This is an optimization exercise on Yosys and OpenROAD, whose aim is small area and a short achievable clock period, not a production implementation. Function was checked by simulation only, so behaviour that the tests miss may differ from the original. Power is estimated from default activity; no workload was simulated.

## v6
## f007th_core
module f007th_core (
    input  wire        clk,
    input  wire        rst,
    input  wire        rx,
    output reg         o_valid,
    output reg  [2:0]  o_err,
    output reg  [7:0]  o_dev,
    output reg  [3:0]  o_ch,
    output reg         o_batt,
    output reg  [11:0] o_tcode,
    output reg  [7:0]  o_hum
);
    localparam [1:0] PH_SEARCH = 2'd0;
    localparam [1:0] PH_SHORT  = 2'd1;
    localparam [1:0] PH_LONG   = 2'd2;
    localparam integer NSLOT = 256;
    localparam integer WW    = 18;
    reg [1:0] ph;
    reg [3:0] tmr;
    reg       exp_lvl;
    reg [3:0] hdr;
    reg       fz;
    reg [2:0] nbits;
    reg [2:0] nbytes;
    wire match    = (rx == exp_lvl);
    wire tmr_last = (tmr == 4'd1);
    wire hchk     = (ph == PH_LONG) && tmr_last;
    wire exp_new  = exp_lvl ^ match;
    wire bit_val  = exp_new;
    wire hdr_ok   = (hdr >= 4'd10);
    wire hdr_hit  = hchk && !fz && bit_val;
    wire hdr_err  = hchk && !fz && !bit_val && !hdr_ok;
  ...
clock: 12.0 ns
lec_check: 0
cap_margin: 20
core_margin: 2
core_utilization: 70
place_density: 0.8
slew_margin: 20
standard.sh (not shown) runs the stock make flow with config.mk's settings and CLKGATE_MAP_FILE= SYNTH_SCRIPT=/design/flow/synth_recipe.tcl, a recipe that flattens the netlist after the stock synthesis.
==> flow/flow/run.sh <==
#!/bin/bash
set -uo pipefail
bash standard.sh SETUP_SLACK_MARGIN=8.5 "CTS_ARGS=-sink_clustering_enable -repair_clock_nets -sink_clustering_size 30 -sink_clustering_max_diameter 35 -buf_list sky130_fd_sc_hd__clkbuf_16 -dont_use_dummy_load" finish > standard_flow.log 2>&1
What ended v6 was a tool error in 4_1_cts; the run never finished.
For v7, these inputs were changed with respect to v6:
==> flow/flow/run.sh <==
#!/bin/bash
# Standard ORFS layout through the standard.sh (unchanged synthesis) with
# these changes to how the layout is made:
set -uo pipefail
RES=orfs/results/sky130hd/f007th_core/base
export LIB=$FLOW_HOME/platforms/sky130hd/lib/sky130_fd_sc_hd__tt_025C_1v80.lib
export RES

attempt() {  # n util density cluster_size cluster_diameter
  local n=$1
  rm -f out/final.def
  bash standard.sh SETUP_SLACK_MARGIN=8.5 CORE_UTILIZATION=$2 PLACE_DENSITY=$3 \
    "CTS_ARGS=-sink_clustering_enable -repair_clock_nets -sink_clustering_size $4 -sink_clustering_max_diameter $5 -buf_list sky130_fd_sc_hd__clkbuf_16 -dont_use_dummy_load" \
    finish > standard_flow_$n.log 2>&1 || return 1
  [[ -f out/final.def && -f $RES/6_final.spef ]] || return 1
  openroad -no_init -exit flow/slewcheck.tcl > slewcheck_$n.log 2>&1 || return 1
  local w
  w=$(awk '/^WORST_CLK_SLEW/ {print $2}' slewcheck_$n.log)
  [[ -n "$w" ]] || return 1
  awk -v w="$w" 'BEGIN { exit !(w < 0.118) }'
}

attempt 1 70 0.8 25 50 && exit 0
mv orfs orfs_try1
attempt 2 65 0.75 20 40 && exit 0
mv orfs orfs_try2
attempt 3 60 0.7 16 35 && exit 0
[[ -f out/final.def ]]
==> flow/flow/slewcheck.tcl (new file) <==
# Prints the worst flip-flop clock-pin slew (ns) of the finished layout, using
# the final extracted parasitics that ORFS wrote.
set res $::env(RES)
read_liberty $::env(LIB)
read_db $res/6_final.odb
read_sdc $::env(FLOW_SDC)
set_propagated_clock [all_clocks]
read_spef $res/6_final.spef
set worst 0
foreach pin [get_pins -hierarchical */CLK] {
  set s [get_property $pin slew_max]
  if {$s > $worst} { set worst $s }
}
puts "WORST_CLK_SLEW $worst"
--- outcome ---
Of v6 and v7, only v6 fails to finish with a clean layout.
Buffers inserted during post-CTS setup optimization sits lower in v7 than in v6.
v7 -> v6: post-synthesis simple-gate area fraction delta 0, exact match
The lower clock buffer count from CTS of v6 and v7 is in v7.

* * *

## exp/willow
Another version of the RTL of f007th_core (not shown whole).
For scale: roughly 5400 cells after synthesis, about 4700 flip-flops, roughly 40 I/O pins, roughly 99000 µm² of cells after synthesis.
clock: 12.0 ns
lec_check: 0
abc_area: 1
cap_margin: 20
core_margin: 2
core_utilization: 70
place_density: 0.8
slew_margin: 20
==> flow/flow/run.sh <==
#!/bin/bash
set -uo pipefail
bash standard.sh SETUP_SLACK_MARGIN=8.45 "CTS_ARGS=-sink_clustering_enable -repair_clock_nets -sink_clustering_size 25 -sink_clustering_max_diameter 50 -buf_list sky130_fd_sc_hd__clkbuf_16 -dont_use_dummy_load" finish > standard_flow.log 2>&1
## Diff of input files: exp/nickel against exp/willow
- a deleted ABC_AREA that had been 1
- an added ABC_CLOCK_PERIOD_IN_PS of 2500
- an added CTS_BUF_LIST of sky130_fd_sc_hd__clkbuf_16
- an added CTS_CLUSTER_SIZE of 32
- an added CTS_CLUSTER_DIAMETER of 45
==> flow/flow/run.sh <==
#!/bin/bash
set -uo pipefail
bash standard.sh SETUP_SLACK_MARGIN=8.6 finish > standard_flow.log 2>&1
==> comparison <==
- Setup slack of the critical path after layout delta (exp/nickel − exp/willow): favourable
- exp/nickel ended with more final core area utilization than exp/willow.
- Going from exp/willow to exp/nickel, clock period minus final worst setup slack shrinks by 0.038 ns.
Setup changes, exp/nickel to exp/sierra
- swapping 32 for 25 in CTS_CLUSTER_SIZE
- swapping 45 for 50 in CTS_CLUSTER_DIAMETER
==> comparison <==
When exp/sierra is set beside exp/nickel, its final design instance area without fill turns out to be 1400 µm² smaller. exp/sierra vs exp/nickel on share of total power in sequential cells: exp/sierra is the higher one. Changes observed in exp/sierra relative to exp/nickel: fmax neither gained nor lost much, total number of vias lost 517. Looking at sequential share of layout area, exp/sierra sits 1.1 points higher than exp/nickel does. A critical path launch point of o_ch[1] is what exp/nickel shows, while o_hum[5] belongs to exp/sierra.

[what the ideal ports hide]
No port has a modelled driver above. Below, the same layouts with a new extraction and two added sets of constraints. Step 1: set_driving_cell puts a clkbuf_16 on clk and a buf_2 on each other input, an assumption about the parent block. Step 2 also shifts input and output timing later by t, the mid clock arrival at the registers, as if the neighbouring blocks saw the same clock. Slacks: ideal ports / drivers / drivers and shift; pairs: ideal ports / drivers.
run | shift t [ns] | setup WS [ns] | latest minus earliest clock arrival (ns) | worst data-port slew with drivers (ns) | pins driven straight from the clock port
v7 | 0.932 | 8.304 / 8.232 / 7.612 | 0.125 / 0.126 | 0.09 | 1
exp/willow | 0.868 | 8.275 / 8.198 / 7.798 | 0.157 / 0.156 | 0.03 | 1
exp/nickel | 0.908 | 8.313 / 8.239 / 7.889 | 0.075 / 0.076 | 0.04 | 1
exp/sierra | 0.901 | 8.318 / 8.246 / 7.726 | 0.051 / 0.051 | 0.05 | 1
After both steps setup and hold are still met in every run listed. For v7, which loses most, drivers alone change the setup slack by -0.072 ns; drivers and shift together by -0.692 ns.
